Context: an optimization exercise on an open-source flow, tuned for small area, a short achievable clock period and few clock cycles. The choices shown serve that exercise and are no tape-out recipe. Only simulation tests tie the RTL to the original design; equivalence was not proved. The flow treats the clock pin as an ideal source. Dropping or thinning the clock tree relies on that and would not hold on a real chip. Power and IR drop assume default switching activity.

==> constraint.sdc <==
create_clock -name core_clock -period 18.0 [get_ports {clk}]
set_input_delay 3.6000 -clock core_clock [delete_from_list [all_inputs] [get_ports {clk}]]
set_output_delay 3.6000 -clock core_clock [all_outputs]
set_load 0.01 [all_outputs]
==> standard.sh <==
#!/bin/bash
# synth_recipe.tcl (not shown) runs the flow's synth.tcl, then flattens the netlist and writes it again
# the make line also repeats each setting of config.mk as NAME=value (left out here)
make -C /OpenROAD-flow-scripts/flow DESIGN_CONFIG=/design/flow/config.mk WORK_HOME=/design/flow/orfs CLKGATE_MAP_FILE= SYNTH_SCRIPT=/design/flow/synth_recipe.tcl "${@:-finish}"
==> flow/flat_clock.tcl <==
# POST_CTS hook: reshape the clock tree into two levels. Every clock buffer
# driven by the root buffer hands its loads to the root buffer's net and is
# removed, so the leaf buffers hang directly off the root; then the leaf
# buffers are split by position into four groups and each group gets a root
# buffer of its own, all driven by the clock port (4 port loads).
# Every flip-flop sees the same two buffers between it and the clock port.
set block [ord::get_db_block]
set clk_net [$block findNet clk]
set root ""
foreach it [$clk_net getITerms] {
  if {[[$it getMTerm] getName] eq "A"} { set root [$it getInst] }
}
if {$root eq ""} { error "flat_clock: no root clock buffer" }
set root_net [[$root findITerm X] getNet]
puts "flat_clock: root [$root getName] drives [$root_net getName]"
set removed 0
foreach it [$root_net getITerms] {
  set inst [$it getInst]
  if {$inst eq $root} continue
  set master [[$inst getMaster] getName]
  if {![string match "sky130_fd_sc_hd__clkbuf_*" $master]} continue
  set onet [[$inst findITerm X] getNet]
  foreach lt [$onet getITerms] {
    if {[$lt getInst] eq $inst} continue
    $lt disconnect
    $lt connect $root_net
  }
  $it disconnect
  [$inst findITerm X] disconnect
  odb::dbInst_destroy $inst
  odb::dbNet_destroy $onet
  incr removed
}
puts "flat_clock: removed $removed middle-level clock buffers"

# split the leaves into four groups: halves by x, then each half by y
set loads {}
foreach it [$root_net getITerms] {
  if {[$it getInst] eq $root} continue
  set loc [[$it getInst] getLocation]
  lappend loads [list [lindex $loc 0] [lindex $loc 1] $it]
}
proc halves {g idx} {
  set g [lsort -integer -index $idx $g]
  set h [expr {[llength $g] / 2}]
  return [list [lrange $g 0 [expr {$h - 1}]] [lrange $g $h end]]
}
proc centroid {g} {
  set sx 0; set sy 0
  foreach e $g { set sx [expr {$sx + [lindex $e 0]}]; set sy [expr {$sy + [lindex $e 1]}] }
  return [list [expr {$sx / [llength $g]}] [expr {$sy / [llength $g]}]]
}
set groups {}
foreach hx [halves $loads 0] {
  foreach hy [halves $hx 1] { lappend groups $hy }
}
set master [$root getMaster]
set k 0
foreach g $groups {
  if {$k == 0} {
    set buf $root
  } else {
    set buf [odb::dbInst_create $block $master "clkbuf_0_${k}_clk"]
    set net [odb::dbNet_create $block "clknet_0_${k}_clk"]
    $net setSigType CLOCK
    [$buf findITerm A] connect $clk_net
    [$buf findITerm X] connect $net
    foreach e $g {
      set it [lindex $e 2]
      $it disconnect
      $it connect $net
    }
  }
  set c [centroid $g]
  $buf setLocation [lindex $c 0] [lindex $c 1]
  $buf setPlacementStatus PLACED
  puts "flat_clock: [llength $g] leaves on [$buf getName]"
  incr k
}
detailed_placement
check_placement -verbose
estimate_parasitics -placement
report_clock_skew
==> design.v <==
module hcid_tlcorr (
    input  wire [7:0] c,
    output wire [7:0] t
);
    wire [4:0] k    = c[4:0];
    wire [3:0] d    = c[3:0];
    wire lr   = (c[7:6] == 2'b01) && (k != 5'd0) && (k <= 5'd26);   
    wire lo   = lr && c[5];                                           
    wire dig  = (c[7:4] == 4'b0011) && (d <= 4'd9);                   
    wire is_l = (k == 5'd12);                                         
    wire d39  = dig && (d >= 4'd3);
    wire era    = !(lr || dig);
    wire letter = !d39;
    wire upper  = letter && !(lo && !is_l);
    wire [4:0] sl  = is_l ? 5'd8 : (k < 5'd12) ? k - 5'd1 : k - 5'd2;
    wire [4:0] sd  = (d == 4'd0) ? 5'd13 : (d == 4'd1) ? 5'd8 : (d == 4'd2) ? 5'd24 : {1'b0, d} + 5'd22;
    wire [4:0] sym = lr ? sl : dig ? sd : 5'd0;
    assign t = {era, upper, letter, sym};
endmodule
module hcid_decoder (
    input  wire         clk,
    input  wire         rst,
    input  wire         in_valid,
    output wire         in_ready,
    input  wire [7:0]   in_char,
    output wire         out_valid,
    input  wire         out_ready,
    output wire [23:0]  out_prefix,      
    output wire [319:0] out_cw,          
    output wire [39:0]  out_bera,        
    output reg  [5:0]   out_count,       
    output reg          out_case_lost,   
    output reg          out_eof          
);
    reg  [7:0] a_c;          
    reg        a_v;
    reg  [5:0] idx;          
    reg        ov;           
    reg        rdy;          
    assign in_ready  = rdy;
    assign out_valid = ov;
    wire [7:0] a_t;          
    hcid_tlcorr u_tl (.c(a_c), .t(a_t));
    wire [4:0] sym    = a_t[4:0];
    wire       letter = a_t[5];
    wire       upper  = a_t[6];
    wire       era    = a_t[7];
    wire consume = a_v && !(ov && idx != 6'd0);
    wire accept  = in_valid && rdy;
    wire last    = (idx == 6'd62);
    wire [5:0] idx_n = consume ? (last ? 6'd0 : idx + 6'd1) : idx;
    wire ov_n   = (ov && !out_ready) || (consume && last);
    always @(posedge clk) begin
        if (accept) a_c <= in_char;
        if (rst) begin
            a_v <= 1'b0;
            idx <= 6'd0;
            ov  <= 1'b0;
            rdy <= 1'b1;
        end else begin
            a_v <= accept || (a_v && !consume);
            idx <= idx_n;
            ov  <= ov_n;
            rdy <= !(ov_n && idx_n != 6'd0);
        end
    end
    reg  [309:0] st;
    reg  [4:0]   p;
    reg  [1:0]   t2;
    reg          mk;         
    reg  [35:0]  be;         
    wire [2:0] lb    = {idx[2] ^ idx[0], idx[1], idx[0]};
    wire       emit  = lb[2] | (lb[1] & lb[0]);
    wire       mk_in = (lb != 3'd0) && mk;
    wire       mk_b  = mk_in || era;         
    wire       cw_b  = (idx >= 6'd5);        
    wire       zap   = emit && cw_b && mk_b;
    reg  [11:0] wmask;       
    integer j;
    always @* begin
        for (j = 0; j < 12; j = j + 1)
            wmask[j] = zap && (j + 3 >= lb) && (j <= lb + 4);
    end
    wire [11:0] win = {st[1:0], p, sym} & ~wmask;
    always @(posedge clk) begin
        if (consume) begin
            p  <= win[4:0];
            mk <= emit ? (lb != 3'd3 && era) : mk_b;
        end
        if (consume && idx != 6'd0)
            st <= {st[304:2], win[11:5]};
        if (consume && last)
            t2 <= win[4:3];
        if (consume && emit && cw_b)
            be <= {mk_b, be[35:1]};
    end
    reg  [3:0]  n;           
    reg         se;          
    reg  [31:0] cap;         
    reg  [3:0]  cbe;         
    reg  [2:0]  okr;         
    reg         zs, os;      
    reg         gz, go;      
    wire seg_start = (idx == 6'd3) || (idx == 6'd18) || (idx == 6'd33) || (idx == 6'd48);
    wire seg_end   = (idx == 6'd17) || (idx == 6'd32) || (idx == 6'd47) || last;
    wire [1:0] seg = (idx >= 6'd48) ? 2'd3 : (idx >= 6'd33) ? 2'd2 : (idx >= 6'd18) ? 2'd1 : 2'd0;
    wire in_seg    = (idx >= 6'd3);
    wire [3:0] n_in   = seg_start ? 4'd0 : n;
    wire       se_in  = seg_start ? 1'b0 : se;
    wire       take   = letter && !n_in[3];
    wire       se_out = se_in || era;
    wire       ok_out = (n_in[3] || (n_in[2:0] == 3'd7 && letter)) && !se_out;
    wire       zs_out = (seg_start || zs) && !(take && upper);
    wire       os_out = (seg_start || os) && !(take && !upper);
    wire [3:0] okv    = {ok_out, okr};
    wire       lost   = (gz && (zs_out || !ok_out)) || (go && (os_out || !ok_out));
    wire [3:0] cbe_f = {4{lost}} | ~okv | {3'b000, era};    
    integer g;
    always @(posedge clk) begin
        if (consume && in_seg) begin
            n  <= n_in + {3'd0, take};
            se <= se_out;
            zs <= zs_out;
            os <= os_out;
        end
        if (consume && idx == 6'd3) begin
            gz <= 1'b1;
            go <= 1'b1;
        end else if (consume && seg_end && !last && ok_out) begin
            gz <= gz && zs_out;
            go <= go && os_out;
        end
        for (g = 0; g < 4; g = g + 1) begin
            if (consume && last) begin
                if (cbe_f[g]) cap[8*g +: 8] <= 8'h00;
                else if (g == 3 && take) cap[8*g +: 8] <= {cap[8*g +: 7], upper};
            end else if (consume && in_seg && seg == g && take)
                cap[8*g +: 8] <= {cap[8*g +: 7], upper};
        end
        if (consume && seg_end && !last)
            okr[seg] <= ok_out;
        if (consume && last)
            cbe <= cbe_f;
    end
    wire       inc_b = emit && cw_b && mk_b;
    wire [2:0] npc   = {2'b00, ~okv[0] | era} + {2'b00, ~okv[1]} + {2'b00, ~okv[2]} + {2'b00, ~okv[3]};
    wire [2:0] ncap  = !last ? 3'd0 : lost ? 3'd4 : npc;
    wire [6:0] csum  = {out_count, inc_b} + {3'b000, ncap, inc_b};
    always @(posedge clk) begin
        if (consume) begin
            if (idx == 6'd1)
                out_count <= 6'd0;
            else
                out_count <= csum[6:1];
            if (last) begin
                out_case_lost <= lost;
                out_eof       <= |sym[2:0];
            end
        end
    end
    wire [311:0] full = {st, t2};
    genvar gj;
    generate
        for (gj = 0; gj < 39; gj = gj + 1) begin : g_full
            if (gj < 3) begin : g_p
                assign out_prefix[8*gj +: 8] = full[311 - 8*gj -: 8];
            end else begin : g_c
                assign out_cw[8*(gj-3) +: 8] = full[311 - 8*gj -: 8];
            end
        end
    endgenerate
    assign out_cw[319:288] = cap;
    assign out_bera   = {cbe, be};
endmodule
==> config.mk <==
export PLATFORM = sky130hd
export DESIGN_NAME = hcid_decoder
export DESIGN_NICKNAME = hcid_decoder
export VERILOG_FILES = /design/flow/design.v
export SDC_FILE = /design/flow/constraint.sdc
export NUM_CORES = 4
export LEC_CHECK = 0
export CAP_MARGIN = 20
export CORE_MARGIN = 2
export CORE_UTILIZATION = 60
export SLEW_MARGIN = 20
==> flow/run.sh <==
#!/bin/bash
# Own layout flow: the standard ORFS flow (standard.sh, unchanged
# synthesis, floorplan, power grid, placement, routing), with three
# changes to how the layout is made:
#  - the port buffers that global placement inserts on every input and
#    output are sky130_fd_sc_hd__buf_1 instead of the cell buffer_ports
#    picks by itself (a 10 um2 delay buffer);
#  - clock tree synthesis clusters up to 30 flip-flops per clkbuf_16 leaf
#    buffer and inserts no dummy loads;
#  - after clock tree synthesis, flow/flat_clock.tcl takes out the tree's
#    middle level, so the leaf clock buffers hang directly off the root;
set -euo pipefail
export BUFFER_PORTS_ARGS="-buffer_cell sky130_fd_sc_hd__buf_1"
export CTS_ARGS="-sink_clustering_enable -repair_clock_nets -sink_clustering_size 30 -sink_clustering_max_diameter 100 -buf_list sky130_fd_sc_hd__clkbuf_16 -dont_use_dummy_load"
export SETUP_SLACK_MARGIN=13.2
export POST_CTS_TCL="$PWD/flow/flat_clock.tcl"
bash standard.sh BUFFER_PORTS_ARGS="$BUFFER_PORTS_ARGS" CTS_ARGS="$CTS_ARGS" SETUP_SLACK_MARGIN="$SETUP_SLACK_MARGIN" POST_CTS_TCL="$POST_CTS_TCL" finish > orfs_flow.log 2>&1
==> results of run 1 <==
## where the power goes
part           switching, mW  internal (mW)
registers            0.00892           1.10
logic                 0.0354         0.0150
clock network          0.259          0.192
## cell usage after synthesis (5+ instances only)
cell type	number
nand2_1	33
and3_1	8
inv_1	19
and2_1	36
dfxtp_1	11
nor3_1	8
o21ai_0	20
nand2b_1	6
ha_1	22
o21a_1	9
clkbuf_1	6
a21oi_1	21
nor2b_1	5
nand3_1	14
edfxtp_1	416
nor2_1	27
## routing by layer
metal | part of all wire [%] | track usage [%]
met1 | 39 | 29.75
met2 | 50 | 38.07
met3 | 8.1 | 6.457
met4 | 3.1 | 8.117
met5 | 0 | 0
## cells in the final DEF, fill, tap and decap left out, types with 5 or more instances in the layout
cell type,count
nand2_1,33
a21oi_1,20
clkbuf_16,19
ha_1,21
nor2b_1,5
nor2_1,27
nand3_1,14
dfxtp_1,10
nand2b_1,6
inv_1,19
and2_1,36
nor3_1,7
o21ai_0,18
buf_4,6
edfxtp_1,416
buf_1,404
and3_1,8
o21a_1,9
## registers in the layout (all words and copies together), names as in the netlist, 2 cells and up
signal,cells
cbe,4
a_c,8
idx,6
p,5
n,4
t2,2
out_count,6
st,310
okr,3
cap,32
be,36
## worst max path at each step
stage                     slack, ns  cells past startpoint               from           endpoint
final                         13.43                      1   st[89]$_DFFE_PP_        out_cw[195]
after global routing          13.26                      6  idx[4]$_SDFF_PP0_  st[294]$_DFFE_PP_
after detailed placement      13.41                      6  idx[4]$_SDFF_PP0_  st[193]$_DFFE_PP_
after global placement        13.49                      6  idx[4]$_SDFF_PP0_  st[308]$_DFFE_PP_
after floorplan               11.19                      6  idx[2]$_SDFF_PP0_    st[0]$_DFFE_PP_
## through the flow
stage	setup slack [ns]	std cells	instance area, um2
after global routing	13.26	1482	17170
final	13.43	1482	17170
after global placement	13.49	1461	16680
after detailed placement	13.41	1461	16680
after floorplan	11.19	740	14780
## cells by family (layout without fill, tap and decap cells)
kind of cell,after synthesis,count (layout)
flops,427,427
simple gates,148,148
compound gates,95,95
buf+inv,36,454
fa+ha+maj,24,24
xor+xnor,6,6
mux,4,4
## layout make-up, without the clock buffers
cell class | instances | share of cell area [%]
sequential | 427 | 74.03
multi-input combinational | 277 | 11.04
timing repair buffer | 413 | 9.304
tap | 324 | 2.361
inverter | 22 | 0.4954
buffer | 3 | 0.4372
==> notes.md, run 1 <==
# TYPE chip_impl_metric gauge
chip_impl_metric{name="grt_pass1_vias",unit=""} 7269
chip_impl_metric{name="slew_violations",unit=""} 0
chip_impl_metric{name="buffer_ports.inserted",unit=""} 405
chip_impl_metric{name="layout.filler_cells",unit=""} 1636
chip_impl_metric{name="antenna_found_initial",unit=""} 0
chip_impl_metric{name="setup.reg_to_reg.worst_slack",unit="ns"} 13.67
chip_impl_metric{name="dieArea",unit="um2"} 25850
chip_impl_info{name="worstHoldEndpoint",value="st[71]$_DFFE_PP_"} 1
chip_impl_metric{name="nets",unit=""} 1196
chip_impl_metric{name="global_route_usage_over_all_layers",unit="%"} 22.99
chip_impl_metric{name="hold_path_depth",unit=""} 0
chip_impl_info{name="run_status",value="timing/DRC/antenna clean"} 1
chip_impl_metric{name="grt_pass1_wl",unit="um"} 44290
chip_impl_metric{name="sequential_to_total_area_share_from_yosys_stat",unit="%"} 86.20
chip_impl_info{name="crit-reg2reg-capture",value="st[208]$_DFFE_PP_"} 1
chip_impl_metric{name="fp.dieH",unit="um"} 160.8
chip_impl_metric{name="synth-async-reset-ratio",unit="%"} 0
chip_impl_metric{name="max_slew_margin",unit="%"} 32.41
chip_impl_metric{name="synth.lib_cells_used.distinct",unit=""} 59
chip_impl_metric{name="ios",unit=""} 406
chip_impl_metric{name="area_delta_synth_final",unit="%"} 16.45
chip_impl_metric{name="gp_congestion",unit=""} 0.8668
chip_impl_info{name="reg2reg_from",value="idx[4]$_SDFF_PP0_"} 1
chip_impl_metric{name="drive_above_1_share",unit="%"} 4.318
chip_impl_metric{name="detailed_route_vias_per_instance",unit=""} 5.392
chip_impl_metric{name="total_power_consumption",unit="mW"} 1.606
chip_impl_metric{name="fin_worst_skew",unit="ns"} 0.08617
chip_impl_metric{name="remaining_drc_errors",unit=""} 0
chip_impl_metric{name="synth.yosys.warnings",unit=""} 1
chip_impl_metric{name="post_synthesis_share_of_cell_area_spent_on_full_adders_half_adders_and_majority_gates",unit="%"} 2.138
chip_impl_metric{name="post_synth_mux_area_share",unit="%"} 0.2800
chip_impl_metric{name="drt_wl_total",unit="um"} 30800
chip_impl_metric{name="postSynthNetCount",unit=""} 776
chip_impl_metric{name="r2r_worst_path_depth",unit=""} 6
chip_impl_info{name="timing.setup.critical_path_class",value="reg2out"} 1
chip_impl_metric{name="synth_xor_area_share",unit="%"} 0.3564
chip_impl_metric{name="drtAntennaViolNets",unit=""} 0
chip_impl_metric{name="setup_viol",unit=""} 0
chip_impl_metric{name="synthesis.area_per_instance",unit="um2"} 19.93
chip_impl_metric{name="synth-simple-area-share",unit="%"} 5.345
chip_impl_metric{name="worst_skew_late_latency",unit="ns"} 0.34
chip_impl_info{name="rsz0062_at_grt",value="no"} 1
chip_impl_metric{name="pin_count_of_the_biggest_net_entering_global_routing",unit=""} 199
chip_impl_metric{name="critPathMaxFanout",unit=""} 2
chip_impl_metric{name="fmaxAchievable",unit="GHz"} 0.2190
chip_impl_metric{name="number_of_diodes",unit=""} 0
chip_impl_metric{name="synth_edf_count",unit=""} 416
chip_impl_metric{name="total_standard_cell_area_after_synthesis",unit="um2"} 14750
chip_impl_metric{name="multiInputGateArea",unit="um2"} 1896
chip_impl_info{name="end_kind",value="primary output"} 1
chip_impl_metric{name="final.hold.worst_slack",unit="ns"} 0.3867
chip_impl_metric{name="final_hold_viol_count",unit=""} 0
chip_impl_metric{name="setup-tns-final",unit="ns"} 0
chip_impl_metric{name="cpPeakStageDelay",unit="ns"} 0.36
chip_impl_metric{name="worstPathRequired",unit="ns"} 14.40
chip_impl_info{name="synth_area_leader_cell",value="edfxtp_1"} 1
chip_impl_metric{name="period_needed",unit="ns"} 4.565
chip_impl_info{name="worstPathCellList",value="buf_1"} 1
chip_impl_metric{name="dp_hpwl",unit="um"} 22420
chip_impl_info{name="combinational_family_with_the_most_area_after_synthesis",value="simple AND/OR/NAND/NOR gates"} 1
chip_impl_metric{name="maxCapViolations",unit=""} 0
chip_impl_metric{name="max_vdd_drop",unit="mV"} 0.09788
chip_impl_info{name="critical-path-slowest-cell",value="edfxtp_1"} 1
chip_impl_metric{name="clk_transition_reported_paths",unit="ns"} 0.11
chip_impl_metric{name="die_width",unit="um"} 160.8
chip_impl_metric{name="grt_remaining_overflow",unit=""} 0
chip_impl_info{name="hp-class",value="reg2reg"} 1
chip_impl_metric{name="timing_worst_slew_pin_value",unit="ns"} 1.014
chip_impl_metric{name="finalCoreUtilization",unit="%"} 70.82
chip_impl_info{name="critical_path.startpoint_type",value="flip-flop"} 1
chip_impl_metric{name="core_area",unit="um2"} 24250
chip_impl_metric{name="vias",unit=""} 7991
chip_impl_metric{name="worst-path-buf-inv",unit=""} 1
chip_impl_metric{name="power_density",unit="nW/um2"} 93.54
chip_impl_metric{name="avgRoutedWirePerCell",unit="um"} 20.78
chip_impl_info{name="synth_flop_cell",value="edfxtp_1"} 1
chip_impl_metric{name="critPathArrivalTime",unit="ns"} 0.97
chip_impl_metric{name="netlist.area_leader.share",unit="%"} 84.71
chip_impl_metric{name="sequential_cell_area",unit="um2"} 12710
chip_impl_metric{name="timing.final.crit_share",unit="%"} 25.36
chip_impl_metric{name="synth-compound-area-share",unit="%"} 4.607
chip_impl_metric{name="ys_ff_latch",unit=""} 427
chip_impl_metric{name="cts.sink_count",unit=""} 427
chip_impl_info{name="hold_start",value="st[66]$_DFFE_PP_"} 1
chip_impl_metric{name="drt_first_pass_iters",unit=""} 5
chip_impl_metric{name="initial_drc_count",unit=""} 809
chip_impl_info{name="path_delay_family",value="flip-flops"} 1
chip_impl_metric{name="placementRows",unit=""} 57
chip_impl_metric{name="static-leakage-power",unit="nW"} 5.211
chip_impl_metric{name="post_synth_inst_count",unit=""} 740
chip_impl_metric{name="floorplan.initialDensity",unit="%"} 60.82
chip_impl_info{name="netlist_top_cells_area",value="edfxtp_1, ha_1, and2_1"} 1
Testbench counts, summed over its fixed seeds: cycles 75,624.
==> run 2, diff against run 1 <==
--- a/design.v
+++ b/design.v
@@ -37,6 +37,7 @@
     reg  [5:0] idx;          
     reg        ov;           
     reg        rdy;          
+    reg        st_sh;        
     assign in_ready  = rdy;
     assign out_valid = ov;
     wire [7:0] a_t;          
@@ -63,6 +64,7 @@
             ov  <= ov_n;
             rdy <= !(ov_n && idx_n != 6'd0);
         end
+        st_sh <= !rst && (accept || (a_v && !consume)) && idx_n != 6'd0 && !ov_n;
     end
     reg  [309:0] st;
     reg  [4:0]   p;
@@ -87,7 +89,7 @@
             p  <= win[4:0];
             mk <= emit ? (lb != 3'd3 && era) : mk_b;
         end
-        if (consume && idx != 6'd0)
+        if (st_sh)
             st <= {st[304:2], win[11:5]};
         if (consume && last)
             t2 <= win[4:3];
--- a/flow/run.sh
+++ b/flow/run.sh
@@ -12,6 +12,6 @@
 set -euo pipefail
 export BUFFER_PORTS_ARGS="-buffer_cell sky130_fd_sc_hd__buf_1"
 export CTS_ARGS="-sink_clustering_enable -repair_clock_nets -sink_clustering_size 30 -sink_clustering_max_diameter 100 -buf_list sky130_fd_sc_hd__clkbuf_16 -dont_use_dummy_load"
-export SETUP_SLACK_MARGIN=13.2
+export SETUP_SLACK_MARGIN=13.45
 export POST_CTS_TCL="$PWD/flow/flat_clock.tcl"
 bash standard.sh BUFFER_PORTS_ARGS="$BUFFER_PORTS_ARGS" CTS_ARGS="$CTS_ARGS" SETUP_SLACK_MARGIN="$SETUP_SLACK_MARGIN" POST_CTS_TCL="$POST_CTS_TCL" finish > orfs_flow.log 2>&1
==> notes.md, run 2 <==
# TYPE chip_impl_metric gauge
chip_impl_metric{name="setup-tns-final",unit="ns"} 0
chip_impl_info{name="critical-path-slowest-cell",value="edfxtp_1"} 1
chip_impl_metric{name="internal-power",unit="mW"} 1.334
chip_impl_metric{name="sequential_to_total_area_share_from_yosys_stat",unit="%"} 86.22
chip_impl_metric{name="post_synth_inst_count",unit=""} 747
chip_impl_metric{name="final_hold_viol_count",unit=""} 0
chip_impl_metric{name="synth-async-reset-ratio",unit="%"} 0
chip_impl_metric{name="critPathArrivalTime",unit="ns"} 0.98
chip_impl_info{name="rsz0062_at_grt",value="yes"} 1
chip_impl_metric{name="avgRoutedWirePerCell",unit="um"} 21.39
chip_impl_info{name="synth_top_cells_by_count",value="edfxtp_1, and2_1, nand2_1, nor2_1, a21oi_1"} 1
chip_impl_metric{name="area_delta_synth_final",unit="%"} 30.28
chip_impl_metric{name="worstPathRequired",unit="ns"} 14.40
chip_impl_metric{name="worst-path-buf-inv",unit=""} 1
chip_impl_metric{name="floorplan.initialDensity",unit="%"} 60.90
chip_impl_metric{name="pin_count_of_the_biggest_net_entering_global_routing",unit=""} 189
chip_impl_metric{name="drt_wl_total",unit="um"} 36470
chip_impl_info{name="netlist_top_cells_area",value="edfxtp_1, ha_1, dfxtp_1"} 1
chip_impl_metric{name="remaining_drc_errors",unit=""} 0
chip_impl_metric{name="drt_first_pass_iters",unit=""} 5
chip_impl_metric{name="grt_remaining_overflow",unit=""} 0
chip_impl_metric{name="initial_drc_count",unit=""} 817
chip_impl_metric{name="r2r_worst_path_depth",unit=""} 16
chip_impl_metric{name="critPathMaxFanout",unit=""} 2
chip_impl_info{name="synth_flop_cell",value="edfxtp_1"} 1
chip_impl_metric{name="hold_path_depth",unit=""} 0
chip_impl_metric{name="ys_ff_latch",unit=""} 428
chip_impl_metric{name="grt_pass1_vias",unit=""} 8394
chip_impl_metric{name="layout.filler_cells",unit=""} 1309
chip_impl_metric{name="synth_edf_count",unit=""} 416
chip_impl_metric{name="total_standard_cell_area_after_synthesis",unit="um2"} 14770
chip_impl_metric{name="netlist.area_leader.share",unit="%"} 84.60
chip_impl_metric{name="global_route_usage_over_all_layers",unit="%"} 26.05
chip_impl_metric{name="maxCapViolations",unit=""} 0
chip_impl_info{name="biggestRegsByFlops",value="st x310, be x36, cap x32"} 1
chip_impl_metric{name="placement.cell_area",unit="um2"} 16650
chip_impl_metric{name="post-route-cell-area",unit="um2"} 19240
chip_impl_metric{name="dp_hpwl",unit="um"} 22970
chip_impl_metric{name="timing.final.crit_share",unit="%"} 25.46
chip_impl_metric{name="number_of_diodes",unit=""} 0
chip_impl_metric{name="nets",unit=""} 1419
chip_impl_metric{name="fp.dieH",unit="um"} 160.9
chip_impl_metric{name="setup.reg_to_reg.worst_slack",unit="ns"} 13.73
chip_impl_metric{name="clock_power_share",unit="%"} 27.7
chip_impl_metric{name="antenna_found_initial",unit=""} 0
chip_impl_metric{name="drive_above_1_share",unit="%"} 32.08
chip_impl_metric{name="sequential_cell_area",unit="um2"} 12740
chip_impl_metric{name="multiInputGateArea",unit="um2"} 1919
chip_impl_metric{name="slew_violations",unit=""} 0
chip_impl_info{name="worstHoldEndpoint",value="st[74]$_DFFE_PP_"} 1
chip_impl_metric{name="vias",unit=""} 9037
chip_impl_info{name="critical_path.startpoint_type",value="flip-flop"} 1
chip_impl_metric{name="synth.yosys.warnings",unit=""} 1
chip_impl_metric{name="buffer_ports.inserted",unit=""} 405
chip_impl_metric{name="gp_congestion",unit=""} 0.8598
chip_impl_metric{name="fin_worst_skew",unit="ns"} 0.07424
chip_impl_info{name="crit-reg2reg-capture",value="out_count[4]$_SDFFCE_PN0P_"} 1
chip_impl_info{name="worstPathCellList",value="buf_2"} 1
chip_impl_metric{name="max_slew_margin",unit="%"} 31.56
chip_impl_metric{name="max_vdd_drop",unit="mV"} 0.09003
chip_impl_metric{name="period_needed",unit="ns"} 4.582
chip_impl_metric{name="static-leakage-power",unit="nW"} 6.776
chip_impl_info{name="path_delay_family",value="flip-flops"} 1
chip_impl_info{name="final_common_cell",value="edfxtp_1"} 1
chip_impl_metric{name="detailed_route_vias_per_instance",unit=""} 5.300
chip_impl_metric{name="timing_worst_slew_pin_value",unit="ns"} 1.027
chip_impl_metric{name="finalCoreUtilization",unit="%"} 79.34
chip_impl_info{name="yosys.cell_count.top_type",value="edfxtp_1"} 1
chip_impl_info{name="run_status",value="timing/DRC/antenna clean"} 1
chip_impl_metric{name="ios",unit=""} 406
chip_impl_metric{name="worst_skew_late_latency",unit="ns"} 0.34
chip_impl_info{name="layout_common_cells",value="edfxtp_1, buf_1, buf_4"} 1
chip_impl_metric{name="placementRows",unit=""} 57
chip_impl_metric{name="synth.lib_cells_used.distinct",unit=""} 58
chip_impl_metric{name="power_density",unit="nW/um2"} 86.75
chip_impl_metric{name="setup_viol",unit=""} 0
chip_impl_metric{name="fmaxAchievable",unit="GHz"} 0.2182
chip_impl_metric{name="dieArea",unit="um2"} 25880
chip_impl_metric{name="power_switching_share",unit="%"} 20.05
chip_impl_metric{name="final.hold.worst_slack",unit="ns"} 0.3974
chip_impl_metric{name="p_sw",unit="mW"} 0.3346
chip_impl_info{name="timing.setup.critical_path_class",value="reg2out"} 1
chip_impl_metric{name="cts.sink_count",unit=""} 428
chip_impl_info{name="synth_area_leader_cell",value="edfxtp_1"} 1
chip_impl_metric{name="postSynthNetCount",unit=""} 783
chip_impl_info{name="hold_start",value="st[69]$_DFFE_PP_"} 1
chip_impl_metric{name="drtAntennaViolNets",unit=""} 0
chip_impl_metric{name="synthesis.area_per_instance",unit="um2"} 19.77
chip_impl_metric{name="cpPeakStageDelay",unit="ns"} 0.46
chip_impl_metric{name="seq_power_share",unit="%"} 67.4
chip_impl_info{name="top_register",value="st"} 1
chip_impl_info{name="hp-class",value="reg2reg"} 1
chip_impl_metric{name="largest_register_ffs",unit=""} 310
chip_impl_metric{name="grt_pass1_wl",unit="um"} 50110
chip_impl_info{name="reg2reg_from",value="a_c[1]$_DFFE_PP_"} 1
chip_impl_metric{name="die_width",unit="um"} 160.9
chip_impl_metric{name="core_area",unit="um2"} 24250
chip_impl_metric{name="clk_transition_reported_paths",unit="ns"} 0.12
chip_impl_info{name="end_kind",value="primary output"} 1
chip_impl_metric{name="share_comb_of_total_power",unit="%"} 4.9
## run 2: cells by family (layout without fill, tap and decap cells)
family	after synthesis	in the layout	share of synthesized area, %
compound gates	93	93	4.322
xor+xnor	9	9	0.5338
fa+ha+maj	24	24	2.135
buf+inv	36	670	1.059
flops	428	428	86.22
mux	5	5	0.3643
simple gates	152	152	5.364
## run 2: worst max-delay path by stage
stage	startpoint	end	cells after the start
3_5_place_dp	a_c[2]$_DFFE_PP_	out_count[4]$_SDFFCE_PN0P_	16
5_1_grt	st[5]$_DFFE_PP_	out_cw[287]	1
3_3_place_gp	in_valid	st_sh$_DFF_P_	5
2_1_floorplan	st_sh$_DFF_P_	st[0]$_DFFE_PP_	0
6_report	st[178]$_DFFE_PP_	out_cw[108]	1
## run 2: through the flow
stage,setup WS [ns],std cells,power (mW)
5_1_grt,13.40,1705,1.716
2_1_floorplan,13.57,747,1.184
3_3_place_gp,13.57,1464,1.207
6_report,13.42,1705,1.669
3_5_place_dp,13.46,1464,1.207
## run 2: final cells by class, without the clock buffers
type / count / share of cell area, %
Inverter: 21 / 0.4097
Timing Repair Buffer: 630 / 18.80
Tap cell: 324 / 2.107
Multi-Input combinational cell: 283 / 9.977
Buffer: 3 / 0.3902
Sequential cell: 428 / 66.24
## run 2: power groups by stage
stage | combinational (mW) | sequential, mW | clock, mW
floorplan | 0.0209 | 1.16 | 0
global placement | 0.0602 | 1.15 | 0
detailed placement | 0.0600 | 1.15 | 0
global route | 0.0870 | 1.13 | 0.501
finish | 0.0814 | 1.12 | 0.463
## run 2: routing by layer
| metal | wire length (um) | vias to the layer above | share of wire [%] | global-route usage [%] |
|---|---|---|---|---|
| met1 | 13490 | 4450 | 37 | 32.56 |
| li1 | - | 4100 | - | - |
| met5 | 0 | - | 0 | 0 |
| met2 | 18610 | 401 | 51 | 43.87 |
| met4 | 1347 | 0 | 3.7 | 10.43 |
| met3 | 3021 | 86 | 8.3 | 6.999 |
Testbench counts of run 2, summed over its fixed seeds: cycles 75,624.
==> run 3, diff against run 2 <==
--- a/flow/run.sh
+++ b/flow/run.sh
@@ -12,6 +12,6 @@
 set -euo pipefail
 export BUFFER_PORTS_ARGS="-buffer_cell sky130_fd_sc_hd__buf_1"
 export CTS_ARGS="-sink_clustering_enable -repair_clock_nets -sink_clustering_size 30 -sink_clustering_max_diameter 100 -buf_list sky130_fd_sc_hd__clkbuf_16 -dont_use_dummy_load"
-export SETUP_SLACK_MARGIN=13.45
+export SETUP_SLACK_MARGIN=13.5
 export POST_CTS_TCL="$PWD/flow/flat_clock.tcl"
 bash standard.sh BUFFER_PORTS_ARGS="$BUFFER_PORTS_ARGS" CTS_ARGS="$CTS_ARGS" SETUP_SLACK_MARGIN="$SETUP_SLACK_MARGIN" POST_CTS_TCL="$POST_CTS_TCL" finish > orfs_flow.log 2>&1
==> notes.md, run 3 <==
# TYPE chip_impl_metric gauge
chip_impl_metric{name="dp_hpwl",unit="um"} 22970
chip_impl_metric{name="critPathArrivalTime",unit="ns"} 1.01
chip_impl_info{name="worstPathCellList",value="clkbuf_2"} 1
chip_impl_info{name="timing.setup.critical_path_class",value="reg2out"} 1
chip_impl_metric{name="grt_remaining_overflow",unit=""} 0
chip_impl_metric{name="synth.lib_cells_used.distinct",unit=""} 58
chip_impl_metric{name="static-leakage-power",unit="nW"} 7.779
chip_impl_metric{name="remaining_drc_errors",unit=""} 0
chip_impl_info{name="hp-class",value="reg2reg"} 1
chip_impl_metric{name="worst-path-buf-inv",unit=""} 1
chip_impl_metric{name="postSynthNetCount",unit=""} 783
chip_impl_metric{name="worst_skew_late_latency",unit="ns"} 0.34
chip_impl_metric{name="final_hold_viol_count",unit=""} 0
chip_impl_metric{name="buffer_ports.inserted",unit=""} 405
chip_impl_metric{name="critPathMaxFanout",unit=""} 2
chip_impl_metric{name="synth-simple-area-share",unit="%"} 5.363
chip_impl_metric{name="period_needed",unit="ns"} 4.610
chip_impl_metric{name="fmaxAchievable",unit="GHz"} 0.2169
chip_impl_metric{name="antenna_found_initial",unit=""} 0
chip_impl_info{name="synth_flop_cell",value="edfxtp_1"} 1
chip_impl_metric{name="synth_edf_count",unit=""} 416
chip_impl_metric{name="max_slew_margin",unit="%"} 34.59
chip_impl_metric{name="timing_worst_slew_pin_value",unit="ns"} 0.9811
chip_impl_metric{name="cts.sink_count",unit=""} 428
chip_impl_metric{name="area_delta_synth_final",unit="%"} 38.51
chip_impl_info{name="synth_area_leader_cell",value="edfxtp_1"} 1
chip_impl_metric{name="placementRows",unit=""} 57
chip_impl_metric{name="post_synth_inst_count",unit=""} 747
chip_impl_metric{name="initial_drc_count",unit=""} 1106
chip_impl_info{name="critical_path.startpoint_type",value="flip-flop"} 1
chip_impl_info{name="top_register",value="st"} 1
chip_impl_metric{name="vias",unit=""} 9822
chip_impl_metric{name="globalRouteMet2Util",unit="%"} 43.87
chip_impl_metric{name="pin_count_of_the_biggest_net_entering_global_routing",unit=""} 189
chip_impl_metric{name="setup-tns-final",unit="ns"} 0
chip_impl_metric{name="ios",unit=""} 406
chip_impl_metric{name="power_density",unit="nW/um2"} 82.45
chip_impl_info{name="end_kind",value="primary output"} 1
chip_impl_metric{name="met3_usage",unit="%"} 6.999
chip_impl_metric{name="layout.filler_cells",unit=""} 1109
chip_impl_info{name="path_delay_family",value="flip-flops"} 1
chip_impl_metric{name="maxCapViolations",unit=""} 0
chip_impl_metric{name="setup_viol",unit=""} 0
chip_impl_metric{name="number_of_diodes",unit=""} 0
chip_impl_metric{name="timing.final.crit_share",unit="%"} 25.61
chip_impl_metric{name="nets",unit=""} 1519
chip_impl_metric{name="sequential_to_total_area_share_from_yosys_stat",unit="%"} 86.22
chip_impl_metric{name="gp_congestion",unit=""} 0.8598
chip_impl_metric{name="cpPeakStageDelay",unit="ns"} 0.48
chip_impl_info{name="layout_common_cells",value="edfxtp_1, buf_4, clkbuf_2"} 1
chip_impl_metric{name="synthesis.area_per_instance",unit="um2"} 19.77
chip_impl_metric{name="drtAntennaViolNets",unit=""} 0
chip_impl_metric{name="synth-async-reset-ratio",unit="%"} 0
chip_impl_metric{name="drt_first_pass_iters",unit=""} 5
chip_impl_metric{name="synth.yosys.warnings",unit=""} 1
chip_impl_info{name="biggestRegsByFlops",value="st x310, be x36, cap x32"} 1
chip_impl_metric{name="largest_register_ffs",unit=""} 310
chip_impl_metric{name="slew_violations",unit=""} 0
chip_impl_metric{name="global_route.usage.met1",unit="%"} 32.56
chip_impl_metric{name="fin_worst_skew",unit="ns"} 0.07409
chip_impl_metric{name="synth_xor_area_share",unit="%"} 0.5338
chip_impl_metric{name="drive_above_1_share",unit="%"} 47.27
chip_impl_metric{name="placement.cell_area",unit="um2"} 16650
chip_impl_metric{name="floorplan.initialDensity",unit="%"} 60.90
chip_impl_metric{name="synth-compound-area-share",unit="%"} 4.321
chip_impl_metric{name="grt_pass1_wl",unit="um"} 50110
chip_impl_metric{name="netlist.area_leader.share",unit="%"} 84.60
chip_impl_metric{name="global_route_usage_over_all_layers",unit="%"} 26.05
chip_impl_metric{name="core_area",unit="um2"} 24250
chip_impl_info{name="final_common_cell",value="edfxtp_1"} 1
chip_impl_metric{name="grt_pass1_vias",unit=""} 8394
chip_impl_info{name="netlist_top_cells_area",value="edfxtp_1, ha_1, dfxtp_1"} 1
chip_impl_metric{name="detailed_route_vias_per_instance",unit=""} 5.442
chip_impl_info{name="critical-path-slowest-cell",value="edfxtp_1"} 1
chip_impl_metric{name="fp.dieH",unit="um"} 160.9
chip_impl_info{name="combinational_family_with_the_most_area_after_synthesis",value="simple AND/OR/NAND/NOR gates"} 1
chip_impl_info{name="top_usage_layer",value="met2"} 1
chip_impl_metric{name="drt_wl_total",unit="um"} 42190
chip_impl_metric{name="worstPathRequired",unit="ns"} 14.40
chip_impl_metric{name="post_synth_mux_area_share",unit="%"} 0.3643
chip_impl_info{name="synth_top_cells_by_count",value="edfxtp_1, and2_1, nand2_1, nor2_1, a21oi_1"} 1
chip_impl_metric{name="die_width",unit="um"} 160.9
chip_impl_metric{name="post-route-cell-area",unit="um2"} 20450
chip_impl_info{name="yosys.cell_count.top_type",value="edfxtp_1"} 1
chip_impl_metric{name="post_synthesis_share_of_cell_area_spent_on_full_adders_half_adders_and_majority_gates",unit="%"} 2.135
chip_impl_info{name="rsz0062_at_grt",value="yes"} 1
chip_impl_metric{name="ys_ff_latch",unit=""} 428
chip_impl_metric{name="dieArea",unit="um2"} 25880
chip_impl_metric{name="max_vdd_drop",unit="mV"} 0.1099
chip_impl_metric{name="total_standard_cell_area_after_synthesis",unit="um2"} 14770
chip_impl_metric{name="avgRoutedWirePerCell",unit="um"} 23.37
chip_impl_metric{name="clk_transition_reported_paths",unit="ns"} 0.12
chip_impl_info{name="run_status",value="timing/DRC/antenna clean"} 1
[run 3: cell types whose count changed in the layout (fill, tap and decap cells not counted), moves of 40 or more]
cell      delta
clkbuf_2   +155
buf_2       -40
buf_6       +41
buf_1      -156
buf_4      +100
[run 3: power by group]
part | switching [mW] | leakage, nW | total (mW) | internal, mW
Clock | 0.273 | 0.234 | 0.466 | 0.193
Sequential | 0.0168 | 3.66 | 1.13 | 1.11
Combinational | 0.0532 | 3.88 | 0.0935 | 0.0403
Total | 0.343 | 7.78 | 1.69 | 1.34
[run 3: worst paths after layout]
| kind | from | end | slack, ns | cells after the start |
|---|---|---|---|---|
| worst max-delay path | st[121]$_DFFE_PP_ | out_cw[163] | 13.39 | 1 |
| worst min-delay path | st[69]$_DFFE_PP_ | st[74]$_DFFE_PP_ | 0.39 | 0 |
| worst max register to register | a_c[1]$_DFFE_PP_ | out_count[5]$_SDFFCE_PN0P_ | 13.63 | 18 |
| worst min register to register | st[69]$_DFFE_PP_ | st[74]$_DFFE_PP_ | 0.39 | 0 |
[run 3: metal layers]
metal	part of all wire, %	wire length, um
met1	36	15190
met2	51	21420
met3	9.1	3831
met4	4.1	1745
met5	0	0
[run 3: layout make-up, without the clock buffers]
type / instances / area, um2 / area share, %
multi-input combinational: 283 / 1932 / 9.445
sequential: 428 / 12740 / 62.31
inverter: 21 / 78.83 / 0.3854
tap: 324 / 405.4 / 1.982
timing repair buffer: 730 / 4818 / 23.56
buffer: 3 / 75.07 / 0.3670
[run 3: logic make-up after synthesis]
| family | after synthesis |
|---|---|
| multiplexers | 5 |
| adder cells (fa/ha/maj) | 24 |
| AND/OR/NAND/NOR | 152 |
| buffers and inverters | 36 |
| XOR/XNOR | 9 |
| AO/OA/AOI/OAI | 93 |
| flip-flops | 428 |
[run 3: stage by stage]
step	hold slack [ns]	setup WS, ns	power (mW)	std cells	util, %
3_5_place_dp	0.4305	13.46	1.207	1464	68.68
6_report	0.3898	13.39	1.686	1805	84.35
2_1_floorplan	0.4680	13.57	1.184	747	-
5_1_grt	0.4140	13.36	1.729	1805	84.35
3_3_place_gp	0.4265	13.57	1.207	1464	68.68
==> run 4, diff against run 3 <==
--- a/flow/run.sh
+++ b/flow/run.sh
@@ -12,6 +12,6 @@
 set -euo pipefail
 export BUFFER_PORTS_ARGS="-buffer_cell sky130_fd_sc_hd__buf_1"
 export CTS_ARGS="-sink_clustering_enable -repair_clock_nets -sink_clustering_size 30 -sink_clustering_max_diameter 100 -buf_list sky130_fd_sc_hd__clkbuf_16 -dont_use_dummy_load"
-export SETUP_SLACK_MARGIN=13.5
+export SETUP_SLACK_MARGIN=13.2
 export POST_CTS_TCL="$PWD/flow/flat_clock.tcl"
 bash standard.sh BUFFER_PORTS_ARGS="$BUFFER_PORTS_ARGS" CTS_ARGS="$CTS_ARGS" SETUP_SLACK_MARGIN="$SETUP_SLACK_MARGIN" POST_CTS_TCL="$POST_CTS_TCL" finish > orfs_flow.log 2>&1
==> notes.md, run 4 <==
# TYPE chip_impl_metric gauge
chip_impl_metric{name="detailed_route_vias_per_instance",unit=""} 5.371
chip_impl_metric{name="remaining_drc_errors",unit=""} 0
chip_impl_metric{name="placementRows",unit=""} 57
chip_impl_metric{name="sequential_to_total_area_share_from_yosys_stat",unit="%"} 86.22
chip_impl_info{name="timing.setup.critical_path_class",value="reg2out"} 1
chip_impl_metric{name="avgRoutedWirePerCell",unit="um"} 21.27
chip_impl_metric{name="gp_congestion",unit=""} 0.8598
chip_impl_metric{name="dp_hpwl",unit="um"} 22970
chip_impl_metric{name="cpPeakStageDelay",unit="ns"} 0.45
chip_impl_metric{name="clk_transition_reported_paths",unit="ns"} 0.11
chip_impl_info{name="worstHoldEndpoint",value="st[84]$_DFFE_PP_"} 1
chip_impl_info{name="netlist_top_cells_area",value="edfxtp_1, ha_1, dfxtp_1"} 1
chip_impl_metric{name="total_standard_cell_area_after_synthesis",unit="um2"} 14770
chip_impl_metric{name="synth.lib_cells_used.distinct",unit=""} 58
chip_impl_metric{name="final_hold_viol_count",unit=""} 0
chip_impl_metric{name="fp.dieH",unit="um"} 160.9
chip_impl_metric{name="period_needed",unit="ns"} 4.623
chip_impl_metric{name="cts.sink_count",unit=""} 428
chip_impl_info{name="worstPathCellList",value="buf_1"} 1
chip_impl_metric{name="die_width",unit="um"} 160.9
chip_impl_metric{name="critPathMaxFanout",unit=""} 6
chip_impl_metric{name="worst_skew_late_latency",unit="ns"} 0.34
chip_impl_metric{name="ys_ff_latch",unit=""} 428
chip_impl_metric{name="timing.final.crit_share",unit="%"} 25.68
chip_impl_info{name="critical_path.startpoint_type",value="flip-flop"} 1
chip_impl_metric{name="multiInputGateArea",unit="um2"} 1891
chip_impl_metric{name="final.hold.worst_slack",unit="ns"} 0.3893
chip_impl_info{name="path_delay_family",value="flip-flops"} 1
chip_impl_metric{name="nets",unit=""} 1198
chip_impl_metric{name="static-leakage-power",unit="nW"} 5.229
chip_impl_metric{name="postSynthNetCount",unit=""} 783
chip_impl_metric{name="pin_count_of_the_biggest_net_entering_global_routing",unit=""} 189
chip_impl_metric{name="drt_wl_total",unit="um"} 31560
chip_impl_info{name="reg2reg_from",value="a_c[1]$_DFFE_PP_"} 1
chip_impl_metric{name="placement.cell_area",unit="um2"} 16650
chip_impl_metric{name="synthesis.area_per_instance",unit="um2"} 19.77
chip_impl_metric{name="slew_violations",unit=""} 0
chip_impl_metric{name="path_depth",unit=""} 1
chip_impl_metric{name="maxCapViolations",unit=""} 0
chip_impl_info{name="synth_flop_cell",value="edfxtp_1"} 1
chip_impl_metric{name="drtAntennaViolNets",unit=""} 0
chip_impl_metric{name="grt_pass1_vias",unit=""} 7261
chip_impl_info{name="top_register",value="st"} 1
chip_impl_info{name="final_common_cell",value="edfxtp_1"} 1
chip_impl_metric{name="fin_worst_skew",unit="ns"} 0.07264
chip_impl_info{name="synth_area_leader_cell",value="edfxtp_1"} 1
chip_impl_metric{name="max_vdd_drop",unit="mV"} 0.08092
chip_impl_metric{name="sequential_cell_area",unit="um2"} 12740
chip_impl_metric{name="grt_remaining_overflow",unit=""} 0
chip_impl_metric{name="fmaxAchievable",unit="GHz"} 0.2163
chip_impl_metric{name="grt_pass1_wl",unit="um"} 45510
chip_impl_metric{name="timing_worst_slew_pin_value",unit="ns"} 0.9934
chip_impl_metric{name="final_non_filler_cells",unit=""} 1484
chip_impl_metric{name="post-route-cell-area",unit="um2"} 17150
chip_impl_metric{name="worstPathRequired",unit="ns"} 14.40
chip_impl_metric{name="hold_path_depth",unit=""} 0
chip_impl_metric{name="ios",unit=""} 406
chip_impl_metric{name="worst-path-buf-inv",unit=""} 1
chip_impl_metric{name="drive_above_1_share",unit="%"} 3.707
chip_impl_metric{name="drt_first_pass_iters",unit=""} 5
chip_impl_metric{name="setup.reg_to_reg.worst_slack",unit="ns"} 13.54
chip_impl_metric{name="netlist.area_leader.share",unit="%"} 84.60
chip_impl_info{name="end_kind",value="primary output"} 1
chip_impl_metric{name="r2r_worst_path_depth",unit=""} 16
chip_impl_metric{name="synth-async-reset-ratio",unit="%"} 0
chip_impl_info{name="yosys.cell_count.top_type",value="edfxtp_1"} 1
chip_impl_metric{name="vias",unit=""} 7971
chip_impl_metric{name="core_area",unit="um2"} 24250
chip_impl_metric{name="antenna_found_initial",unit=""} 0
chip_impl_metric{name="max_slew_margin",unit="%"} 33.77
chip_impl_metric{name="area_delta_synth_final",unit="%"} 16.14
chip_impl_metric{name="synth_edf_count",unit=""} 416
chip_impl_metric{name="number_of_diodes",unit=""} 0
chip_impl_metric{name="setup-tns-final",unit="ns"} 0
chip_impl_info{name="crit-reg2reg-capture",value="out_count[4]$_SDFFCE_PN0P_"} 1
chip_impl_metric{name="initial_drc_count",unit=""} 808
chip_impl_metric{name="critPathArrivalTime",unit="ns"} 1.02
chip_impl_metric{name="total_power_consumption",unit="mW"} 1.639
chip_impl_metric{name="synth.yosys.warnings",unit=""} 1
chip_impl_metric{name="power_density",unit="nW/um2"} 95.57
chip_impl_info{name="critical-path-slowest-cell",value="edfxtp_1"} 1
chip_impl_info{name="hp-class",value="reg2reg"} 1
chip_impl_metric{name="post_synth_inst_count",unit=""} 747
chip_impl_metric{name="layout.filler_cells",unit=""} 1631
chip_impl_metric{name="setup_viol",unit=""} 0
chip_impl_metric{name="dieArea",unit="um2"} 25880
chip_impl_metric{name="largest_register_ffs",unit=""} 310
chip_impl_info{name="rsz0062_at_grt",value="no"} 1
chip_impl_info{name="hold_start",value="st[79]$_DFFE_PP_"} 1
chip_impl_metric{name="dpl.cell_count",unit=""} 1464
chip_impl_metric{name="floorplan.initialDensity",unit="%"} 60.90
chip_impl_info{name="synth_top_cells_by_count",value="edfxtp_1, and2_1, nand2_1, nor2_1, a21oi_1"} 1
chip_impl_metric{name="buffer_ports.inserted",unit=""} 405
chip_impl_info{name="layout_common_cells",value="edfxtp_1, buf_1, and2_1"} 1
chip_impl_metric{name="global_route_usage_over_all_layers",unit="%"} 23.72
chip_impl_info{name="run_status",value="timing/DRC/antenna clean"} 1
chip_impl_info{name="biggestRegsByFlops",value="st x310, be x36, cap x32"} 1
-- run 4: power by group --
part | switching (mW) | internal [mW]
clock | 0.262 | 0.192
combinational | 0.0442 | 0.0160
sequential | 0.0145 | 1.11
-- run 4: logic make-up after synthesis --
logic type | synth area share (%)
fa+ha+maj | 2.135
simple gates | 5.364
buf+inv | 1.059
compound gates | 4.322
flops | 86.22
xor+xnor | 0.5338
mux | 0.3643
-- run 4: cell type report, without the clock buffers --
type	instances	share of cell area [%]
Multi-Input combinational cell	283	11.02
Timing Repair Buffer	409	9.119
Sequential cell	428	74.26
Tap cell	324	2.364
Inverter	21	0.4596
Buffer	3	0.4377
-- run 4: how the worst max path moves through the flow --
stage,start,end,slack (ns)
floorplan,st_sh$_DFF_P_,st[0]$_DFFE_PP_,13.57
global placement,in_valid,st_sh$_DFF_P_,13.57
detailed placement,a_c[2]$_DFFE_PP_,out_count[4]$_SDFFCE_PN0P_,13.46
global route,a_c[2]$_DFFE_PP_,out_count[5]$_SDFFCE_PN0P_,13.22
finish,out_count[4]$_SDFFCE_PN0P_,out_count[4],13.38
-- run 4: metal layers --
metal  up-vias  wire [um]  track usage [%]  share of wire (%)
met5         -          0                0                  0
li1       3660          -                -                  -
met3        56       2627            6.586                8.3
met1      3914      12360            31.75                 39
met2       341      15700            38.76                 50
met4         0        876            7.143                2.8
-- run 4: stage by stage --
stage | setup WS (ns) | utilization [%]
6_report | 13.38 | 70.73
5_1_grt | 13.22 | 70.73
3_5_place_dp | 13.46 | 68.68
3_3_place_gp | 13.57 | 68.68
2_1_floorplan | 13.57 | -
==> run 5, diff against run 4 <==
==> flow/run.sh (replaced) <==
#!/bin/bash
# Own layout flow: the standard ORFS flow (standard.sh, unchanged
# synthesis, floorplan, power grid, placement, routing), with three
# changes to how the layout is made:
#  - the port buffers that global placement inserts on every input and
#    output are sky130_fd_sc_hd__buf_1 instead of the cell buffer_ports
#    picks by itself (a 10 um2 delay buffer);
#  - clock tree synthesis clusters up to 30 flip-flops per clkbuf_16 leaf
#    buffer and inserts no dummy loads;
set -euo pipefail
export BUFFER_PORTS_ARGS="-buffer_cell sky130_fd_sc_hd__buf_1"
export CTS_ARGS="-sink_clustering_enable -repair_clock_nets -sink_clustering_size 30 -sink_clustering_max_diameter 100 -buf_list sky130_fd_sc_hd__clkbuf_16 -dont_use_dummy_load"
export POST_CTS_TCL="$PWD/flow/flat_clock.tcl"
bash standard.sh BUFFER_PORTS_ARGS="$BUFFER_PORTS_ARGS" CTS_ARGS="$CTS_ARGS" POST_CTS_TCL="$POST_CTS_TCL" finish > orfs_flow.log 2>&1
==> notes.md, run 5 <==
# TYPE chip_impl_metric gauge
chip_impl_metric{name="timing.final.crit_share",unit="%"} 25.86
chip_impl_metric{name="power_density",unit="nW/um2"} 95.50
chip_impl_info{name="synth_top_cells_by_count",value="edfxtp_1, and2_1, nand2_1, nor2_1, a21oi_1"} 1
chip_impl_info{name="top_register",value="st"} 1
chip_impl_metric{name="floorplan.initialDensity",unit="%"} 60.90
chip_impl_metric{name="hold_path_depth",unit=""} 0
chip_impl_metric{name="dpl.cell_count",unit=""} 1465
chip_impl_metric{name="share_comb_of_total_power",unit="%"} 3.6
chip_impl_info{name="critPathLaunch",value="out_count[3]$_SDFFCE_PN0P_"} 1
chip_impl_metric{name="largest_register_ffs",unit=""} 310
chip_impl_info{name="final_common_cell",value="edfxtp_1"} 1
chip_impl_info{name="biggestRegsByFlops",value="st x310, be x36, cap x32"} 1
chip_impl_metric{name="max_slew_margin",unit="%"} 30.81
chip_impl_metric{name="clk_transition_reported_paths",unit="ns"} 0.11
chip_impl_info{name="worstPathCellList",value="buf_1"} 1
chip_impl_metric{name="dieArea",unit="um2"} 25880
chip_impl_metric{name="least_setup_slack_across_all_paths_after_layout",unit="ns"} 13.35
chip_impl_metric{name="area_delta_synth_final",unit="%"} 15.96
chip_impl_metric{name="fmaxAchievable",unit="GHz"} 0.2149
chip_impl_metric{name="timing_worst_slew_pin_value",unit="ns"} 1.038
chip_impl_info{name="netlist_top_cells_area",value="edfxtp_1, ha_1, dfxtp_1"} 1
chip_impl_metric{name="dp_hpwl",unit="um"} 23190
chip_impl_metric{name="postSynthNetCount",unit=""} 783
chip_impl_metric{name="placement.cell_area",unit="um2"} 16650
chip_impl_metric{name="buffer_ports.inserted",unit=""} 405
chip_impl_metric{name="fin_worst_skew",unit="ns"} 0.08624
chip_impl_info{name="layout_common_cells",value="edfxtp_1, buf_1, and2_1"} 1
chip_impl_info{name="run_status",value="timing/DRC/antenna clean"} 1
chip_impl_metric{name="critPathArrivalTime",unit="ns"} 1.05
chip_impl_metric{name="path_depth",unit=""} 1
chip_impl_metric{name="die_width",unit="um"} 160.9
chip_impl_metric{name="worstPathRequired",unit="ns"} 14.40
chip_impl_info{name="critical_path.startpoint_type",value="flip-flop"} 1
chip_impl_metric{name="antenna_found_initial",unit=""} 0
chip_impl_info{name="critical-path-slowest-cell",value="edfxtp_1"} 1
chip_impl_metric{name="ys_ff_latch",unit=""} 428
chip_impl_metric{name="drtAntennaViolNets",unit=""} 0
chip_impl_metric{name="synth_xor_area_share",unit="%"} 0.5338
chip_impl_info{name="path_delay_family",value="flip-flops"} 1
chip_impl_metric{name="multiInputGateArea",unit="um2"} 1878
chip_impl_metric{name="drt_wl_total",unit="um"} 31460
chip_impl_metric{name="number_of_diodes",unit=""} 0
chip_impl_metric{name="nets",unit=""} 1198
chip_impl_metric{name="core_area",unit="um2"} 24250
chip_impl_metric{name="finalCoreUtilization",unit="%"} 70.62
chip_impl_metric{name="synth-compound-area-share",unit="%"} 4.321
chip_impl_metric{name="grt_pass1_vias",unit=""} 7325
chip_impl_metric{name="slew_violations",unit=""} 0
chip_impl_metric{name="synthesis.area_per_instance",unit="um2"} 19.77
chip_impl_metric{name="synth.lib_cells_used.distinct",unit=""} 58
chip_impl_info{name="rsz0062_at_grt",value="no"} 1
chip_impl_metric{name="seq_power_share",unit="%"} 68.8
chip_impl_metric{name="global_route_usage_over_all_layers",unit="%"} 23.48
chip_impl_metric{name="grt_remaining_overflow",unit=""} 0
chip_impl_metric{name="post-route-cell-area",unit="um2"} 17120
chip_impl_metric{name="remaining_drc_errors",unit=""} 0
chip_impl_metric{name="cpPeakStageDelay",unit="ns"} 0.49
chip_impl_metric{name="final_hold_viol_count",unit=""} 0
chip_impl_metric{name="grt_pass1_wl",unit="um"} 45210
chip_impl_info{name="yosys.cell_count.top_type",value="edfxtp_1"} 1
chip_impl_info{name="hp-class",value="reg2reg"} 1
chip_impl_metric{name="pre_cts_slack",unit="ns"} 13.43
chip_impl_info{name="synth_flop_cell",value="edfxtp_1"} 1
chip_impl_info{name="synth_area_leader_cell",value="edfxtp_1"} 1
chip_impl_metric{name="netlist.area_leader.share",unit="%"} 84.60
chip_impl_metric{name="setup.reg_to_reg.worst_slack",unit="ns"} 13.44
chip_impl_metric{name="layout.filler_cells",unit=""} 1695
chip_impl_metric{name="static-leakage-power",unit="nW"} 5.223
chip_impl_metric{name="sequential_to_total_area_share_from_yosys_stat",unit="%"} 86.22
chip_impl_info{name="timing.setup.critical_path_class",value="reg2out"} 1
chip_impl_metric{name="worst-path-buf-inv",unit=""} 1
chip_impl_metric{name="drt_first_pass_iters",unit=""} 6
chip_impl_metric{name="post_synth_mux_area_share",unit="%"} 0.3643
chip_impl_metric{name="pin_count_of_the_biggest_net_entering_global_routing",unit=""} 88
chip_impl_metric{name="max_vdd_drop",unit="mV"} 0.08484
chip_impl_metric{name="period_needed",unit="ns"} 4.654
chip_impl_metric{name="maxCapViolations",unit=""} 0
chip_impl_metric{name="detailed_route_vias_per_instance",unit=""} 5.426
chip_impl_metric{name="drive_above_1_share",unit="%"} 3.448
chip_impl_metric{name="p_sw",unit="mW"} 0.3175
chip_impl_metric{name="gp_congestion",unit=""} 0.8668
chip_impl_metric{name="internal-power",unit="mW"} 1.318
chip_impl_metric{name="critPathMaxFanout",unit=""} 6
chip_impl_info{name="timing.critical_path.to",value="out_count[3]"} 1
chip_impl_metric{name="synth-async-reset-ratio",unit="%"} 0
chip_impl_metric{name="power_switching_share",unit="%"} 19.42
chip_impl_metric{name="post_synth_inst_count",unit=""} 747
chip_impl_metric{name="initial_drc_count",unit=""} 936
chip_impl_info{name="crit-reg2reg-capture",value="out_count[4]$_SDFFCE_PN0P_"} 1
chip_impl_metric{name="fp.dieH",unit="um"} 160.9
chip_impl_info{name="reg2reg_from",value="a_c[1]$_DFFE_PP_"} 1
chip_impl_metric{name="synth_edf_count",unit=""} 416
chip_impl_metric{name="r2r_worst_path_depth",unit=""} 16
chip_impl_metric{name="ios",unit=""} 406
chip_impl_metric{name="setup_viol",unit=""} 0
chip_impl_metric{name="cts.sink_count",unit=""} 428
chip_impl_metric{name="avgRoutedWirePerCell",unit="um"} 21.20
chip_impl_metric{name="vias",unit=""} 8052
chip_impl_metric{name="final_non_filler_cells",unit=""} 1484
chip_impl_metric{name="placementRows",unit=""} 57
chip_impl_metric{name="setup-tns-final",unit="ns"} 0
chip_impl_metric{name="sequential_cell_area",unit="um2"} 12740
chip_impl_info{name="combinational_family_with_the_most_area_after_synthesis",value="simple AND/OR/NAND/NOR gates"} 1
chip_impl_metric{name="synth-simple-area-share",unit="%"} 5.363
chip_impl_metric{name="clock_power_share",unit="%"} 27.6
chip_impl_metric{name="synth.yosys.warnings",unit=""} 1
chip_impl_info{name="end_kind",value="primary output"} 1
chip_impl_metric{name="total_standard_cell_area_after_synthesis",unit="um2"} 14770
chip_impl_metric{name="total_power_consumption",unit="mW"} 1.635
chip_impl_metric{name="worst_skew_late_latency",unit="ns"} 0.34
chip_impl_metric{name="final.hold.worst_slack",unit="ns"} 0.3680
chip_impl_metric{name="post_synthesis_share_of_cell_area_spent_on_full_adders_half_adders_and_majority_gates",unit="%"} 2.135
[run 5: cell counts after synthesis]
No cell type changed its count.
[run 5: power groups by stage]
stage / clock network (mW) / logic [mW] / registers, mW
after floorplan: 0 / 0.0209 / 1.17
after global placement: 0 / 0.0591 / 1.15
after detailed placement: 0 / 0.0589 / 1.15
after global routing: 0.494 / 0.0643 / 1.13
final: 0.451 / 0.0587 / 1.13
[run 5: kinds of logic (layout without fill, tap and decap cells)]
family	after synthesis	count (layout)
compound gates	93	93
xor+xnor	9	9
fa+ha+maj	24	24
buf+inv	36	449
flops	428	428
mux	5	5
simple gates	152	152
[run 5: layout make-up, without the clock buffers]
class	instances	area share [%]
Multi-Input combinational cell	283	10.97
Sequential cell	428	74.38
Tap cell	324	2.367
Inverter	21	0.4603
Buffer	3	0.4384
Timing Repair Buffer	409	9.053
[run 5: worst min-delay path by stage]
stage	from	slack, ns	end
after floorplan	gz$_SDFFE_PP1P_	0.47	gz$_SDFFE_PP1P_
after global placement	st[304]$_DFFE_PP_	0.43	st[309]$_DFFE_PP_
after detailed placement	st[216]$_DFFE_PP_	0.43	st[221]$_DFFE_PP_
after global routing	st[12]$_DFFE_PP_	0.37	st[17]$_DFFE_PP_
final	st[12]$_DFFE_PP_	0.37	st[17]$_DFFE_PP_
[run 5: per-layer routing]
metal / part of all wire, % / global-route usage (%) / wire length (um)
met5: 0 / 0 / 0
met4: 3.6 / 9.416 / 1127
met3: 8.5 / 5.837 / 2673
met2: 49 / 38.20 / 15370
met1: 39 / 31.01 / 12290

separate check: timing with driven ports:
The flow's constraints put no driver on any port. The routed layouts listed below were extracted and timed again, unchanged, in two steps. Step 1 (the two cells are an assumption about what drives the block):
set clk [get_ports {clk}]
set_driving_cell -lib_cell sky130_fd_sc_hd__clkbuf_16 $clk
set_driving_cell -lib_cell sky130_fd_sc_hd__buf_2 [delete_from_list [all_inputs] $clk]
Step 2 also shifts input and output timing later by t, the mid clock arrival at the registers, as if the neighbouring blocks saw the same clock. Three values: ideal ports, drivers, drivers and shift; two values: the first two.
| run | t, ns | setup slack, ns | hold slack, ns | worst setup path after step 2 | pins driven straight from the clock port |
|---|---|---|---|---|---|
| run 1 | 0.400 | 13.435 / 13.333 / 13.670 | 0.387 / 0.387 / 0.387 | input to register | 4 |
| run 2 | 0.406 | 13.418 / 13.317 / 13.551 | 0.397 / 0.397 / 0.397 | input to register | 4 |
| run 3 | 0.411 | 13.390 / 13.285 / 13.549 | 0.390 / 0.390 / 0.390 | input to register | 4 |
| run 4 | 0.408 | 13.378 / 13.275 / 13.535 | 0.389 / 0.389 / 0.389 | register to register | 4 |
| run 5 | 0.402 | 13.346 / 13.243 / 13.442 | 0.368 / 0.368 / 0.368 | register to register | 4 |
After both steps setup and hold are still met in every run listed.
